Source: an optimization exercise on an open RTL-to-GDS flow (aim: small area, a short achievable clock period and few clock cycles). Production flows keep margins and buffers that such runs may drop.
Where RTL was checked, it was by simulation tests only, not by an equivalence proof against the original.
Power and IR drop assume default switching activity.

// sw_link_core
module sw_link_core (
    input  wire         clk,
    input  wire         rst,             
    input  wire [7:0]   cfg_self_addr,   
    input  wire [7:0]   cfg_peer_addr,   
    input  wire [6:0]   prog_len,        
    output wire [5:0]   prog_addr,       
    input  wire [7:0]   prog_data,       
    output wire         call_valid,
    output wire [3:0]   call_op,
    output wire [3:0]   call_len,
    output wire [111:0] call_data,
    input  wire         call_ready,
    input  wire         resp_ok,
    input  wire [1:0]   resp_mode,
    input  wire [3:0]   resp_len,
    input  wire [111:0] resp_data,
    input  wire         irq_rx,          
    input  wire         host_req,        
    input  wire [23:0]  host_slots,
    output wire [5:0]   err,
    output wire [1:0]   rej_reason,
    output wire [1:0]   lsm_state,
    output wire [5:0]   ord_code,
    output wire         halted
);
Size: roughly 1900 cells after synthesis, about 510 flip-flops, about 320 I/O pins, about 20000 sq um of cells after synthesis.
clock: 5.0 ns
lec_check: 0
cap_margin: 20
core_margin: 2
core_utilization: 35
setup_slack_margin: 2.4
slew_margin: 20
standard.sh (not shown) runs the stock make flow with config.mk's settings and CLKGATE_MAP_FILE= SYNTH_SCRIPT=/design/flow/synth_recipe.tcl, a recipe that flattens the netlist after the stock synthesis.
==> flow/flow/run.sh <==
#!/bin/bash
# Standard layout, with the port buffers made of the smallest buffer cell.
set -euo pipefail
export BUFFER_PORTS_ARGS="-buffer_cell sky130_fd_sc_hd__buf_1"
bash standard.sh > standard_flow.log 2>&1
Testbench counts at the start, summed over its fixed seeds: cycles 32,362.
==> next run, changes <==
- CTS_CLUSTER_DIAMETER: default -> 150
- CTS_CLUSTER_SIZE: default -> 25
Final area came out lower by 4.3%.
Routed wire length came out lower by 1.0%.
Power came out lower by 21%.
Fmax barely changes.
Worst setup slack gets worse by 6.7 ps.
Clock skew came out higher by 11 ps.
Critical path depth came out lower by 1.


Another version of the RTL of sw_link_core (not shown whole).
Size in the first run: roughly 530 flip-flops, roughly 320 I/O pins, roughly 20000 sq um of cells after synthesis.
Settings: LEC_CHECK=0, ABC_AREA=1, CAP_MARGIN=20, CORE_MARGIN=2, CORE_UTILIZATION=35, CTS_CLUSTER_DIAMETER=150, CTS_CLUSTER_SIZE=25, SETUP_SLACK_MARGIN=3.0, SLEW_MARGIN=20; clock period 5.0 ns.
Scripts as last shown in full above: flow/flow/run.sh
The starting point finished with timing, DRC and antenna clean.
Testbench counts at the start, summed over its fixed seeds: cycles 29,868.
Edit:
- SETUP_SLACK_MARGIN: 3.0 -> 2.6
What happened: Count of clock-buffer cells in the layout is unchanged. Register-to-register slack gets worse by 0.18 ns. Synthesized area does not change. Global-route usage falls by 1.9 points.
Edit:
- CORE_UTILIZATION: 35 -> 50
- PLACE_DENSITY: not set -> 0.75
- SETUP_SLACK_MARGIN: 2.6 -> 2.4
Outcome: Setup slack gets worse by 0.23 ns; utilization rises by 16 points; sequential share of layout area is higher by 1.3 points; cell area decreases by a few percent; final cell count went down by a little under a tenth; sequential cell count stays the same; critical path depth went up by 5; global-route usage rose by 5.5 points; combinational power drops by a few percent; total power came out lower slightly; via count increases slightly.


sw_link_core, a different RTL version from the one above (not shown whole).
Size: ~2400 cells after synthesis, roughly 560 flip-flops, roughly 22000 um^2 of cells after synthesis.
clock: 5.0 ns
lec_check: 0
abc_area: 1
cap_margin: 20
core_margin: 2
core_utilization: 35
cts_cluster_diameter: 150
cts_cluster_size: 25
setup_slack_margin: 2.7
slew_margin: 20
Scripts as last shown in full above: flow/flow/run.sh
The baseline finished with timing, DRC and antenna clean.
Then changed:
SETUP_SLACK_MARGIN = 2.8   (was 2.7)
After rerunning:
- sequential share of layout area goes down by 1.1 points
- clock-buffer cell count goes up by 1
- synthesized cell count does not change
Function was not checked in any run of this note: the RTL went through the layout flow alone.


Another version of the RTL of sw_link_core (not shown whole).
For scale: ~2,200 cells after synthesis, roughly 540 flip-flops, about 320 I/O pins.
clock: 5.0 ns
lec_check: 0
abc_area: 1
cap_margin: 20
core_margin: 2
core_utilization: 35
cts_cluster_diameter: 150
cts_cluster_size: 25
setup_slack_margin: 2.8
slew_margin: 20
Scripts as last shown in full above: flow/flow/run.sh
The starting point finished with timing, DRC and antenna clean.
Testbench counts at the start, summed over its fixed seeds: cycles 28,475.
Then changed:
- PLACE_DENSITY: unset -> 0.7
After rerunning: Sequential share of layout area barely changes. Sequential power hardly moves. Via count barely changes. Final cell count stays flat. Hold slack got worse by 0.016 ns.
Then changed:
- CTS_CLUSTER_SIZE: 25 -> 20
- PLACE_DENSITY: 0.7 -> unset
The changed run completed without violations.
Worst hold slack is better by 0.012 ns.
Core utilization increases by 0.20 points.
Non-clock buffer count decreases by 3.
Wire length increases slightly.
Then changed:
- CORE_UTILIZATION: 35 -> 45
- CTS_CLUSTER_SIZE: 20 -> 25
After rerunning:
- final area goes down by 1.7%
- total power goes down by 2.8%
- sequential share of layout area goes up by 0.89 points
- global-route usage goes up by 4.3 points
- hold slack stays flat
- flip-flop and latch count does not change
- sequential power stays flat
- critical path depth goes up by 3
- combinational power goes up by about 2%
- setup slack loses 0.035 ns
- clock power goes down by 8.6%


sw_link_core, a different RTL version from the one above (not shown whole).
Size: ~510 flip-flops, ~320 I/O pins.
==> flow/config.mk <==
export PLATFORM = sky130hd
export DESIGN_NAME = sw_link_core
export DESIGN_NICKNAME = sw_link_core
export VERILOG_FILES = /design/flow/design.v
export SDC_FILE = /design/flow/constraint.sdc
export NUM_CORES = 4
export LEC_CHECK = 0
export CAP_MARGIN = 20
export CORE_MARGIN = 2
export CORE_UTILIZATION = 35
export SETUP_SLACK_MARGIN = 2.8
export SLEW_MARGIN = 20
==> flow/constraint.sdc <==
create_clock -name core_clock -period 5.0 [get_ports {clk}]
set_input_delay 1.0000 -clock core_clock [delete_from_list [all_inputs] [get_ports {clk}]]
set_output_delay 1.0000 -clock core_clock [all_outputs]
set_load 0.01 [all_outputs]
Scripts as last shown in full above: flow/flow/run.sh
Next try:
--- a/flow/config.mk
+++ b/flow/config.mk
@@ -10,3 +10,3 @@
 export CORE_UTILIZATION = 35
-export SETUP_SLACK_MARGIN = 2.8
+export SETUP_SLACK_MARGIN = 2.5
 export SLEW_MARGIN = 20
The changed run finished clean.
Power rises slightly.
Count of clock-buffer cells in the layout rises by 9.
Non-clock buffer count went down by 8.
Cell area is about the same.
Sequential power stays flat.
Combinational power went up by a few percent.
Clock power is about the same.
No functional check of the RTL was part of any run of this note.


## run 1
RTL: one of the versions met above, not the one the previous note started from.
Size in the first run: ~2200 cells after synthesis, ~320 I/O pins, roughly 0.020 mm2 of cells after synthesis.
// sw_link_core
module sw_link_core (
    input  wire         clk,
    input  wire         rst,             
    input  wire [7:0]   cfg_self_addr,   
    input  wire [7:0]   cfg_peer_addr,   
    input  wire [6:0]   prog_len,        
    output wire [5:0]   prog_addr,       
    input  wire [7:0]   prog_data,       
    output wire         call_valid,
    output wire [3:0]   call_op,
    output wire [3:0]   call_len,
    output wire [111:0] call_data,
    input  wire         call_ready,
    input  wire         resp_ok,
    input  wire [1:0]   resp_mode,
    input  wire [3:0]   resp_len,
    input  wire [111:0] resp_data,
    input  wire         irq_rx,          
    input  wire         host_req,        
    input  wire [23:0]  host_slots,
    output wire [5:0]   err,
    output wire [1:0]   rej_reason,
    output wire [1:0]   lsm_state,
    output wire [5:0]   ord_code,
    output wire         halted
);
export LEC_CHECK = 0
export ABC_AREA = 1
export CAP_MARGIN = 10
export CORE_MARGIN = 2
export CORE_UTILIZATION = 35
export CTS_CLUSTER_DIAMETER = 150
export CTS_CLUSTER_SIZE = 25
export SETUP_SLACK_MARGIN = 2.8
export SLEW_MARGIN = 10
create_clock -name core_clock -period 5.0 [get_ports {clk}]
Scripts as last shown in full above: flow/flow/run.sh
Testbench counts of run 1, summed over its fixed seeds: cycles 29,868.
> inputs changed (run 1 -> run 2)
- removing ABC_AREA (formerly 1)
- changing SETUP_SLACK_MARGIN from 2.8 to 2.4
- changing CAP_MARGIN from 10 to 20
- changing SLEW_MARGIN from 10 to 20
Results
[compare] base=run 1 new=run 2: total power dropped 0.28 mW, routed metal-1 wire length climbed 1.9%, sequential power dropped about 2%, share of final-layout standard cells stronger than drive strength 1 dropped 0.79 points, total area of sequential cells dropped about 0.33%. Run 2 has number of filler instances in the final layout below what run 1 had. As far as insertion delay of the later-clocked pin in the worst-skew pair is concerned, run 2 and run 1 perform about the same. Run 2 vs run 1: final cell count down. Comparing run 1 against run 2, there is no change at all in count of final max-slew check failures. Run 2 vs run 1, first-pass GRT wire length went down by about 1.7%.
Edits applied to the flow inputs when going from run 2 to run 3:
- SETUP_SLACK_MARGIN: 2.4 -> 2.8
- CTS_CLUSTER_SIZE: 25 -> 20
- ABC_AREA: unset -> 1
- Diff run 2 -> run 3 | routed wire length | increase of about 1.7%
- The worst setup slack of run 3 exceeds that of run 2 by 0.38 ns.
- Relative to run 2, final worst-path cycle share has decreased by 7.5 points in run 3.
- Total power draw was higher in run 3 than in run 2.
- The number of buffers created by CTS number comes out lower for run 2 vs run 3.
- Layout buffer count excluding clock buffers was higher in run 3 than in run 2.
Setup changes, run 3 to run 4
- swapping 20 for 25 in CTS_CLUSTER_SIZE
==> run notes <==
As far as max-capacitance violation count goes, run 4 and run 3 are indistinguishable; the numbers are identical. Diff run 3 -> run 4 | routed wire length on met3 | down by a few percent. Type of the setup path with the least slack: reg -> reg -> run 4, reg -> out -> run 3. On mean instance size in the synthesized netlist, run 4 and run 3 are neck and neck.


Another version of the RTL of sw_link_core (not shown whole).
Size in the first run: roughly 2,100 cells after synthesis, about 19,000 um2 of cells after synthesis.
==> flow/config.mk <==
export PLATFORM = sky130hd
export DESIGN_NAME = sw_link_core
export DESIGN_NICKNAME = sw_link_core
export VERILOG_FILES = /design/flow/design.v
export SDC_FILE = /design/flow/constraint.sdc
export NUM_CORES = 4
export LEC_CHECK = 0
export ABC_AREA = 1
export CAP_MARGIN = 20
export CORE_MARGIN = 2
export CORE_UTILIZATION = 35
export CTS_CLUSTER_DIAMETER = 150
export CTS_CLUSTER_SIZE = 25
export SETUP_SLACK_MARGIN = 2.2
export SLEW_MARGIN = 20
==> flow/constraint.sdc <==
create_clock -name core_clock -period 5.0 [get_ports {clk}]
set_input_delay 1.0000 -clock core_clock [delete_from_list [all_inputs] [get_ports {clk}]]
set_output_delay 1.0000 -clock core_clock [all_outputs]
set_load 0.01 [all_outputs]
Scripts as last shown in full above: flow/flow/run.sh
The starting point ran to the end with no violations.
Next try:
Settings changed: SETUP_SLACK_MARGIN 2.2 to 2.4.
Result: Worst setup slack gains 0.017 ns. Die area is unchanged. First-iteration DRC count increases by roughly a tenth. Clock power stays flat. Synthesized cell count is unchanged. Via count rose slightly.
No functional check of the RTL was part of any run of this note.

## re-timing with driven ports
No port has a modelled driver above. Below, the same layouts with a new extraction and two added sets of constraints. Step 1 assumes that a clkbuf_16 drives the clock port and a buf_2 every other input. Step 2 moves the port delays by t, midway between the first and last clock arrival at a register: inputs arrive t later, outputs are due t later. That takes back most of the time a late clock gives input paths. Three values: ideal, step 1, step 2; two values: the first two.
run	shift t [ns]	setup slack, ns	worst setup path at the end	worst register clock-pin slew, ns
the first run of note 1	0.652	2.480 / 2.457 / 1.898	input to register	0.06 / 0.06
the second run of note 1	0.619	2.474 / 2.495 / 1.884	input to register	0.11 / 0.11
the first run of note 2	0.631	2.796 / 2.738 / 2.231	input to register	0.11 / 0.11
the second run of note 2	0.634	2.683 / 2.625 / 2.156	input to register	0.11 / 0.11
the third run of note 2	0.625	2.457 / 2.457 / 1.975	input to register	0.11 / 0.11
the first run of note 3	0.653	2.707 / 2.684 / 2.066	input to register	0.11 / 0.11
the second run of note 3	0.648	2.782 / 2.719 / 2.200	input to register	0.11 / 0.11
the first run of note 4	0.630	2.834 / 2.779 / 2.231	input to register	0.11 / 0.11
the second run of note 4	0.650	2.738 / 2.687 / 2.236	input to register	0.11 / 0.11
the third run of note 4	0.657	2.818 / 2.766 / 2.167	input to register	0.09 / 0.09
the fourth run of note 4	0.625	2.783 / 2.760 / 2.181	input to register	0.11 / 0.11
the first run of note 5	0.657	2.361 / 2.361 / 1.806	input to register	0.07 / 0.07
the second run of note 5	0.659	2.366 / 2.366 / 1.805	input to register	0.06 / 0.06
run 1	0.626	2.831 / 2.779 / 2.293	input to register	0.12 / 0.12
run 2	0.633	2.454 / 2.454 / 1.903	input to register	0.11 / 0.11
run 3	0.650	2.829 / 2.774 / 2.261	input to register	0.11 / 0.11
run 4	0.626	2.831 / 2.779 / 2.293	input to register	0.12 / 0.12
the first run of note 7	0.605	2.225 / 2.170 / 1.829	input to register	0.11 / 0.11
the second run of note 7	0.619	2.241 / 2.181 / 1.954	input to register	0.12 / 0.12
After both steps every run listed still meets setup and hold. For the third run of note 4, which loses most, drivers alone change the setup slack by -0.052 ns; drivers and shift together by -0.651 ns.
